What follows belongs to an exercise in optimizing a design on an open flow for small area; a production flow would make more cautious choices.
The RTL was checked by simulation tests, not by an equivalence proof against the original design.
Power figures rest on the tool's default switching activity, not on a simulated workload.

==> inputs of tundra <==
## canicas_core
module canicas_core (
    input  wire        clk,
    input  wire        rst,           
    input  wire        init_ok,       
    input  wire        tick,          
    input  wire        rx_valid,      
    input  wire [7:0]  rx_data,
    input  wire        estop_in,      
    output reg         rx_arm,        
    output wire [3:0]  coil_h,
    output wire [3:0]  coil_vl,
    output wire [3:0]  coil_vr,
    output wire [11:0] servo_pulse
);
export LEC_CHECK = 0
export CAP_MARGIN = 20
export CORE_MARGIN = 2
export CORE_UTILIZATION = 65
export SLEW_MARGIN = 20
create_clock -name core_clock -period 120.0 [get_ports {clk}]
standard.sh (not shown) runs the stock make flow with config.mk's settings and CLKGATE_MAP_FILE= SYNTH_SCRIPT=/design/flow/synth_recipe.tcl, a recipe that flattens the netlist after the stock synthesis.
==> flow/flow/run.sh <==
#!/bin/bash
# Standard synthesis; its combinational logic remapped for area by Yosys/ABC
# (registers untouched); then the standard layout with synthesis buffers
# removed, small cells for the port buffers and the clock tree (no dummy clock
# loads).  Each step's output goes to its own log in this folder.
set -euo pipefail
W=$(pwd)
bash standard.sh synth > std_synth.log 2>&1
R=$W/orfs/results/$FLOW_PLATFORM/canicas_core/base
LIB=$FLOW_HOME/platforms/$FLOW_PLATFORM/lib/sky130_fd_sc_hd__tt_025C_1v80.lib
DU=$(make -s -C "$FLOW_HOME" DESIGN_CONFIG="$W/config.mk" WORK_HOME="$W/orfs" print-DONT_USE_CELLS 2> print_vars.log | sed -n 's/^DONT_USE_CELLS: //p')
python3 flow/strip_lib.py "$LIB" allowed.lib "$DU" > strip_lib.log 2>&1
cp "$R/1_2_yosys.v" std_netlist.v
"${YOSYS_EXE:-$FLOW_HOME/../tools/install/yosys/bin/yosys}" -q -l resynth.log -s flow/resynth.ys > resynth.out 2>&1
cp resynth.v "$R/1_2_yosys.v"
rm -f "$R/1_synth.odb" "$R/1_synth.sdc"
export REMOVE_ABC_BUFFERS=1
export BUFFER_PORTS_ARGS="-buffer_cell sky130_fd_sc_hd__buf_1"
export CTS_ARGS="-sink_clustering_enable -repair_clock_nets -dont_use_dummy_load -buf_list sky130_fd_sc_hd__clkbuf_4 -root_buf sky130_fd_sc_hd__clkbuf_4 -sink_clustering_size 12"
bash standard.sh finish > std_layout.log 2>&1
==> flow/flow/resynth.abc <==
strash
&get -n
&st
&dc2
&dch -f
&nf -a -R 1000
&st
&dc2
&dch -f
&nf -a -R 1000
&st
&dc2
&dch -f
&nf -a -R 1000
&st
&dch -f
&nf -a -R 1000
&put
topo
==> flow/flow/resynth.ys <==
# Remap the standard synthesis's combinational logic for area; the registers
# (and their instance names and cell types) are kept as they are.
read_liberty -ignore_miss_func allowed.lib
read_verilog std_netlist.v
hierarchy -top canicas_core
setattr -mod -set keep_hierarchy 1 sky130_fd_sc_hd__dfxtp_1 sky130_fd_sc_hd__edfxtp_1 sky130_fd_sc_hd__conb_1
flatten
delete t:$scopeinfo
techmap
opt -fast
abc -liberty allowed.lib -script flow/resynth.abc
opt_clean -purge
setundef -zero
hilomap -singleton -hicell sky130_fd_sc_hd__conb_1 HI -locell sky130_fd_sc_hd__conb_1 LO
splitnets
opt_clean -purge
insbuf -buf sky130_fd_sc_hd__buf_1 A X
rename -hide w:*
select -module canicas_core
tee -o resynth_stat.txt stat -liberty allowed.lib
write_verilog -noattr -noexpr -nohex -nodec -selected resynth.v
==> flow/flow/strip_lib.py <==
# Copy a liberty file without the cells whose names match any of the given
# patterns (the platform's don't-use list), for restructure's ABC mapping.
import fnmatch, re, sys

src, dst, pats = sys.argv[1], sys.argv[2], sys.argv[3].split()
cell_re = re.compile(r'^\s*cell\s*\(\s*"?([A-Za-z0-9_]+)"?\s*\)\s*\{')
out = []
skip = 0
depth = 0
with open(src) as f:
    for line in f:
        if skip:
            depth += line.count("{") - line.count("}")
            if depth <= 0:
                skip = 0
            continue
        m = cell_re.match(line)
        if m and any(fnmatch.fnmatchcase(m.group(1), p) for p in pats):
            depth = line.count("{") - line.count("}")
            skip = 1 if depth > 0 else 0
            continue
        out.append(line)
with open(dst, "w") as f:
    f.writelines(out)
==> yarrow: changes against tundra <==
==> flow/flow/run.sh (replaced) <==
#!/bin/bash
# Standard synthesis; its combinational logic remapped for area by Yosys/ABC
# (registers and full adders untouched); then the standard layout with synthesis buffers
# removed, small cells for the port buffers and the clock tree (no dummy clock
# loads).  Each step's output goes to its own log in this folder.
set -euo pipefail
W=$(pwd)
bash standard.sh synth > std_synth.log 2>&1
R=$W/orfs/results/$FLOW_PLATFORM/canicas_core/base
LIB=$FLOW_HOME/platforms/$FLOW_PLATFORM/lib/sky130_fd_sc_hd__tt_025C_1v80.lib
DU=$(make -s -C "$FLOW_HOME" DESIGN_CONFIG="$W/config.mk" WORK_HOME="$W/orfs" print-DONT_USE_CELLS 2> print_vars.log | sed -n 's/^DONT_USE_CELLS: //p')
python3 flow/strip_lib.py "$LIB" allowed.lib "$DU" > strip_lib.log 2>&1
cp "$R/1_2_yosys.v" std_netlist.v
"${YOSYS_EXE:-$FLOW_HOME/../tools/install/yosys/bin/yosys}" -q -l resynth.log -s flow/resynth.ys > resynth.out 2>&1
cp resynth.v "$R/1_2_yosys.v"
rm -f "$R/1_synth.odb" "$R/1_synth.sdc"
export REMOVE_ABC_BUFFERS=1
export BUFFER_PORTS_ARGS="-buffer_cell sky130_fd_sc_hd__buf_1"
export CTS_ARGS="-sink_clustering_enable -repair_clock_nets -dont_use_dummy_load -buf_list sky130_fd_sc_hd__buf_4 -root_buf sky130_fd_sc_hd__buf_4 -sink_clustering_size 12"
bash standard.sh finish > std_layout.log 2>&1
==> flow/flow/resynth.abc (replaced) <==
strash
&get -n
&deepsyn -T 60
&dch -f
&nf -a -R 1000
&put
topo
==> flow/flow/resynth.ys (replaced) <==
# Remap the standard synthesis's combinational logic for area; the registers
# (and their instance names and cell types) are kept as they are.
read_liberty -ignore_miss_func allowed.lib
read_verilog std_netlist.v
hierarchy -top canicas_core
setattr -mod -set keep_hierarchy 1 sky130_fd_sc_hd__dfxtp_1 sky130_fd_sc_hd__edfxtp_1 sky130_fd_sc_hd__conb_1 sky130_fd_sc_hd__fa_1 sky130_fd_sc_hd__fa_2
flatten
delete t:$scopeinfo
techmap
opt -fast
abc -liberty allowed.lib -script flow/resynth.abc canicas_core
opt_clean -purge
setundef -zero
hilomap -singleton -hicell sky130_fd_sc_hd__conb_1 HI -locell sky130_fd_sc_hd__conb_1 LO
splitnets
opt_clean -purge
insbuf -buf sky130_fd_sc_hd__buf_1 A X
rename -hide w:*
select -module canicas_core
tee -o resynth_stat.txt stat -liberty allowed.lib
write_verilog -noattr -noexpr -nohex -nodec -selected resynth.v
==> delta: changes against tundra <==
--- a/flow/design.v
+++ b/flow/design.v
@@ -3,16 +3,16 @@
     input  wire        rst,           
     input  wire        init_ok,       
     input  wire        tick,          
     input  wire        rx_valid,      
     input  wire [7:0]  rx_data,
     input  wire        estop_in,      
     output reg         rx_arm,        
-    output wire [3:0]  coil_h,
-    output wire [3:0]  coil_vl,
+    output reg  [3:0]  coil_h,
+    output reg  [3:0]  coil_vl,
     output wire [3:0]  coil_vr,
     output wire [11:0] servo_pulse
 );
     localparam [8:0] SAFE_ANGLE = 9'd90;
     localparam [1:0] C_NONE = 2'd0, C_H = 2'd1, C_V = 2'd2, C_S = 2'd3;
     reg        [3:0]  idx;
     reg               cmd_ready;
@@ -85,33 +85,42 @@
         for (gi = 0; gi < 32; gi = gi + 1) begin : g_dec
             assign ch[gi+1] = ch[gi] & nmag_h[gi];
             assign cv[gi+1] = cv[gi] & nmag_v[gi];
         end
     endgenerate
     wire [31:0] inc_h = nmag_h ^ ch[31:0];
     wire [31:0] inc_v = nmag_v ^ cv[31:0];
-    function [3:0] pattern;
-        input [2:0] p;
+    function [3:0] step_coil;
+        input [3:0] c;
+        input       fwd;
+        reg   [2:0] p;
         begin
+            case (c)
+                4'b1100: p = 3'd1;
+                4'b0100: p = 3'd2;
+                4'b0110: p = 3'd3;
+                4'b0010: p = 3'd4;
+                4'b0011: p = 3'd5;
+                4'b0001: p = 3'd6;
+                4'b1001: p = 3'd7;
+                default: p = 3'd0;
+            endcase
+            p = fwd ? p + 3'd1 : p - 3'd1;
             case (p)
-                3'd0: pattern = 4'b1000;
-                3'd1: pattern = 4'b1100;
-                3'd2: pattern = 4'b0100;
-                3'd3: pattern = 4'b0110;
-                3'd4: pattern = 4'b0010;
-                3'd5: pattern = 4'b0011;
-                3'd6: pattern = 4'b0001;
-                default: pattern = 4'b1001;
+                3'd0: step_coil = 4'b1000;
+                3'd1: step_coil = 4'b1100;
+                3'd2: step_coil = 4'b0100;
+                3'd3: step_coil = 4'b0110;
+                3'd4: step_coil = 4'b0010;
+                3'd5: step_coil = 4'b0011;
+                3'd6: step_coil = 4'b0001;
+                default: step_coil = 4'b1001;
             endcase
         end
     endfunction
-    reg [2:0] ph_h, ph_v;
-    reg       mv_h, mv_v;
-    assign coil_h  = mv_h ? pattern(ph_h) : 4'b0000;
-    assign coil_vl = mv_v ? pattern(ph_v) : 4'b0000;
     assign coil_vr = {coil_vl[3], coil_vl[0], coil_vl[1], coil_vl[2]};
     wire [15:0] servo_ta =
         ({16{ang[8:4] == 5'd0}} & 16'd8000) |
         ({16{ang[8:4] == 5'd1}} & 16'd9898) |
         ({16{ang[8:4] == 5'd2}} & 16'd11792) |
         ({16{ang[8:4] == 5'd3}} & 16'd13691) |
         ({16{ang[8:4] == 5'd4}} & 16'd15584) |
@@ -160,35 +169,27 @@
             halted     <= ~init_ok;
             estop_prev <= estop_in;
             idx        <= 4'd0;
             cmd_ready  <= 1'b0;
             rx_arm     <= 1'b0;
             val_h      <= 1'b0;
             val_v      <= 1'b0;
-            mv_h       <= 1'b0;
-            mv_v       <= 1'b0;
-            ph_h       <= 3'd0;
-            ph_v       <= 3'd0;
+            coil_h     <= 4'b0000;
+            coil_vl    <= 4'b0000;
             ang        <= SAFE_ANGLE;
         end else begin
             estop_prev <= estop_in;
             rx_arm     <= rxv;
             if (estop) begin
                 val_h <= 1'b0;
                 val_v <= 1'b0;
                 ang   <= SAFE_ANGLE;
             end
-            if (step_h) begin
-                mv_h <= 1'b1;
-                ph_h <= sgn_h ? ph_h - 3'd1 : ph_h + 3'd1;
-            end
-            if (step_v) begin
-                mv_v <= 1'b1;
-                ph_v <= sgn_v ? ph_v - 3'd1 : ph_v + 3'd1;
-            end
+            if (step_h) coil_h  <= step_coil(coil_h, ~sgn_h);
+            if (step_v) coil_vl <= step_coil(coil_vl, ~sgn_v);
             if (d_h) begin val_h <= 1'b1; sgn_h <= neg; end
             if (d_v) begin val_v <= 1'b1; sgn_v <= neg; end
             if (d_s) ang <= arg_ang;
             cmd_ready <= rxv & is_lf & ~first & (cls != C_NONE);
             if (rxv & is_lf)
                 idx <= 4'd0;
             else if (store)
==> flow/flow/run.sh (replaced) <==
#!/bin/bash
# Standard synthesis and layout, with small cells for the port buffers and the
# clock tree (and no dummy clock loads).  Each step's output goes to its own log.
set -euo pipefail
bash standard.sh synth > std_synth.log 2>&1
export BUFFER_PORTS_ARGS="-buffer_cell sky130_fd_sc_hd__buf_1"
export CTS_ARGS="-sink_clustering_enable -repair_clock_nets -dont_use_dummy_load -buf_list {sky130_fd_sc_hd__clkbuf_4 sky130_fd_sc_hd__clkbuf_8} -root_buf sky130_fd_sc_hd__clkbuf_8 -sink_clustering_size 24"
bash standard.sh finish > std_layout.log 2>&1
- CORE_UTILIZATION: 65 -> 40
removed: flow/flow/resynth.abc
removed: flow/flow/resynth.ys
removed: flow/flow/strip_lib.py
==> quartz: changes against tundra <==
--- a/flow/design.v
+++ b/flow/design.v
@@ -63,16 +63,16 @@
                 assign cy10[gi+1] = (x8[gi] & x2[gi]) | ((x8[gi] | x2[gi]) & (xd[gi] | cy10[gi]));
             end else begin : g_2
                 assign sum10[gi]  = x8[gi] ^ x2[gi] ^ cy10[gi];
                 assign cy10[gi+1] = (x8[gi] & x2[gi]) | (x8[gi] & cy10[gi]) | (x2[gi] & cy10[gi]);
             end
         end
     endgenerate
-    wire [31:0] acc_n = {|sum10[35:31], sum10[30:0]};
-    wire [31:0] arg_mag = acc[31] ? {neg, {31{~neg}}} : acc;
+    wire        sat   = |sum10[35:31];
+    wire [31:0] acc_n = sat ? {neg, {31{~neg}}} : sum10[31:0];
     wire        big     = (|acc[31:9]) | (acc[8:0] > 9'd270);
     wire [8:0]  arg_ang = (big | (neg & (|acc[8:0]))) ? 9'd270 : acc[8:0];
     wire d_h = cmd_ready & (cls == C_H);
     wire d_v = cmd_ready & (cls == C_V);
     wire d_s = cmd_ready & (cls == C_S);
     wire nz_h   = val_h & ~(&nmag_h);
     wire nz_v   = val_v & ~(&nmag_v);
@@ -208,15 +208,15 @@
                 end else if (p_num | ~is_ws) begin
                     p_end <= 1'b1;
                 end
             end
         end
     end
     always @(posedge clk) begin
-        if (d_h) nmag_h <= ~arg_mag; else nmag_h <= inc_h;
-        if (d_v) nmag_v <= ~arg_mag; else nmag_v <= inc_v;
+        if (d_h) nmag_h <= ~acc; else nmag_h <= inc_h;
+        if (d_v) nmag_v <= ~acc; else nmag_v <= inc_v;
         if (code_b)
             acc <= 32'd0;
         else if (dig_upd)
             acc <= acc_n;
     end
 endmodule
==> flow/flow/run.sh (replaced) <==
#!/bin/bash
# Standard synthesis; its combinational logic remapped for area by Yosys/ABC
# (registers and full adders untouched; deep synthesis from six seeds, the
# smallest result kept); then the standard layout with synthesis buffers
# removed, small cells for the port buffers and the clock tree (no dummy clock
# loads).  Each step's output goes to its own log in this folder.
set -euo pipefail
W=$(pwd)
bash standard.sh synth > std_synth.log 2>&1
R=$W/orfs/results/$FLOW_PLATFORM/canicas_core/base
LIB=$FLOW_HOME/platforms/$FLOW_PLATFORM/lib/sky130_fd_sc_hd__tt_025C_1v80.lib
DU=$(make -s -C "$FLOW_HOME" DESIGN_CONFIG="$W/config.mk" WORK_HOME="$W/orfs" print-DONT_USE_CELLS 2> print_vars.log | sed -n 's/^DONT_USE_CELLS: //p')
python3 flow/strip_lib.py "$LIB" allowed.lib "$DU" > strip_lib.log 2>&1
cp "$R/1_2_yosys.v" std_netlist.v
# ABC's deep synthesis from six random seeds, three at a time; keep the smallest.
YOSYS="${YOSYS_EXE:-$FLOW_HOME/../tools/install/yosys/bin/yosys}"
for s in 0 1 2 3 4 5; do
  mkdir -p "rs$s/flow"
  cp allowed.lib std_netlist.v "rs$s/"
  sed "s/^&deepsyn -T 60$/\&deepsyn -T 60 -S $s/" flow/resynth.abc > "rs$s/flow/resynth.abc"
  (cd "rs$s" && "$YOSYS" -q -l resynth.log -s ../flow/resynth.ys > resynth.out 2>&1) &
  if [[ $s == 2 ]]; then wait; fi
done
wait
best=""
best_area=""
for s in 0 1 2 3 4 5; do
  a=$(awk '/Chip area for module/ {print $NF}' "rs$s/resynth_stat.txt" 2>/dev/null || true)
  [[ -n "$a" && -s "rs$s/resynth.v" ]] || continue
  if [[ -z "$best" ]] || awk -v a="$a" -v b="$best_area" 'BEGIN { exit !(a < b) }'; then
    best=$s
    best_area=$a
  fi
done
echo "resynth: seed $best, area $best_area" > resynth_pick.log
cp "rs$best/resynth.v" "$R/1_2_yosys.v"
rm -f "$R/1_synth.odb" "$R/1_synth.sdc"
export REMOVE_ABC_BUFFERS=1
export BUFFER_PORTS_ARGS="-buffer_cell sky130_fd_sc_hd__buf_1"
export CTS_ARGS="-sink_clustering_enable -repair_clock_nets -dont_use_dummy_load -buf_list sky130_fd_sc_hd__buf_4 -root_buf sky130_fd_sc_hd__buf_4 -sink_clustering_size 12"
bash standard.sh finish > std_layout.log 2>&1
==> flow/flow/resynth.abc (replaced) <==
strash
&get -n
&deepsyn -T 60
&dch -f
&nf -a -R 1000
&put
topo
==> flow/flow/resynth.ys (replaced) <==
# Remap the standard synthesis's combinational logic for area; the registers
# (and their instance names and cell types) are kept as they are.
read_liberty -ignore_miss_func allowed.lib
read_verilog std_netlist.v
hierarchy -top canicas_core
setattr -mod -set keep_hierarchy 1 sky130_fd_sc_hd__dfxtp_1 sky130_fd_sc_hd__edfxtp_1 sky130_fd_sc_hd__conb_1 sky130_fd_sc_hd__fa_1 sky130_fd_sc_hd__fa_2
flatten
delete t:$scopeinfo
techmap
opt -fast
abc -liberty allowed.lib -script flow/resynth.abc canicas_core
opt_clean -purge
setundef -zero
hilomap -singleton -hicell sky130_fd_sc_hd__conb_1 HI -locell sky130_fd_sc_hd__conb_1 LO
splitnets
opt_clean -purge
insbuf -buf sky130_fd_sc_hd__buf_1 A X
rename -hide w:*
select -module canicas_core
tee -o resynth_stat.txt stat -liberty allowed.lib
write_verilog -noattr -noexpr -nohex -nodec -selected resynth.v
==> comparison <==
Hold slack, highest first: quartz, delta, yarrow, tundra. Between tundra and delta, the lower core utilization is in delta (gap 27 points). Synthesized cell count: tundra > delta > quartz > yarrow. In tundra the sequential power is larger than in delta, by about 4%. Count of clock-buffer cells in the layout is the same in quartz and tundra. The lowest synthesized area belongs to quartz, the highest to delta. In delta the cell area is higher than in quartz, by about 17%. Routed wire length: tundra is larger than quartz (about 16%). Combinational power: tundra > quartz > yarrow > delta.
==> figures <==
                                                                                        tundra                   yarrow                   quartz                    delta
Run status                                                              complete, no violations  complete, no violations  complete, no violations  complete, no violations
Switching share of power                                                                  0.246                    0.237                    0.234                    0.222
Data arrival time of the critical path                                                 32.25 ns                 37.58 ns                 38.21 ns                 37.54 ns
Count of plain and timing-repair buffers                                                     45                       43                       42                       43
Placeable core area                                                                0.0107 sq mm            0.00986 sq mm            0.00973 sq mm             0.0188 sq mm
Portion of the layout cell area used by non-clock buffers                                0.0257                   0.0253                   0.0248                   0.0221
Power Dens Cells                                                                   9.26 mW/mm^2             9.80 mW/mm^2             10.0 mW/mm^2             9.02 mW/mm^2
Detailed route wirelength on metal2                                                     7.77 mm                  7.26 mm                  7.04 mm                  7.38 mm
Post-layout net count                                                                       996                      830                      856                      970
DRT Pass-1 Iters                                                                              5                        6                        5                        4
Total track usage                                                                         0.307                    0.301                    0.287                    0.162
Multi-input combinational area share                                                      0.572                    0.545                    0.537                    0.573
Multi-input logic cell count                                                                772                      565                      593                      630
Count of routing violations after the opening detailed-route iteration                      686                      499                      477                      221
Flop2flop setup slack                                                                 111.44 ns                106.05 ns                105.41 ns                106.06 ns
Internal power consumption                                                          0.0000530 W              0.0000532 W              0.0000534 W              0.0000571 W
Number of global-route vias before repair                                                  6017                     5485                     5338                     5292
Number of logic stages on the critical path including buffering                              45                       37                       38                       38
Maximum VDD drop                                                                     0.00760 mV               0.00651 mV               0.00862 mV               0.00670 mV

## port drivers added, routing unchanged
The flow's constraints put no driver on any port. The routed layouts listed below were extracted and timed again, unchanged, in two steps.
Step 1 assumes that a clkbuf_16 drives the clock port and a buf_2 every other input.
Step 2 moves the port delays by t, midway between the first and last clock arrival at a register: inputs arrive t later, outputs are due t later. That takes back most of the time a late clock gives input paths.
Slacks: ideal / step 1 / step 2; pairs: ideal / step 1.
| run | t, ns | setup slack, ns | worst setup path after step 2 | slew at the worst register clock pin (ns) | worst data-port slew with drivers (ns) |
|---|---|---|---|---|---|
| tundra | 0.568 | 88.207 / 88.219 / 87.651 | input to register | 0.12 / 0.12 | 0.03 |
| yarrow | 0.491 | 82.771 / 82.783 / 82.292 | input to register | 0.11 / 0.11 | 0.03 |
| delta | 0.473 | 82.711 / 82.721 / 82.248 | input to register | 0.09 / 0.09 | 0.03 |
| quartz | 0.451 | 82.080 / 82.084 / 81.633 | input to register | 0.09 / 0.09 | 0.04 |
After both steps every run listed still meets setup and hold. For tundra, which loses most, drivers alone change the setup slack by +0.012 ns; drivers and shift together by -0.556 ns.
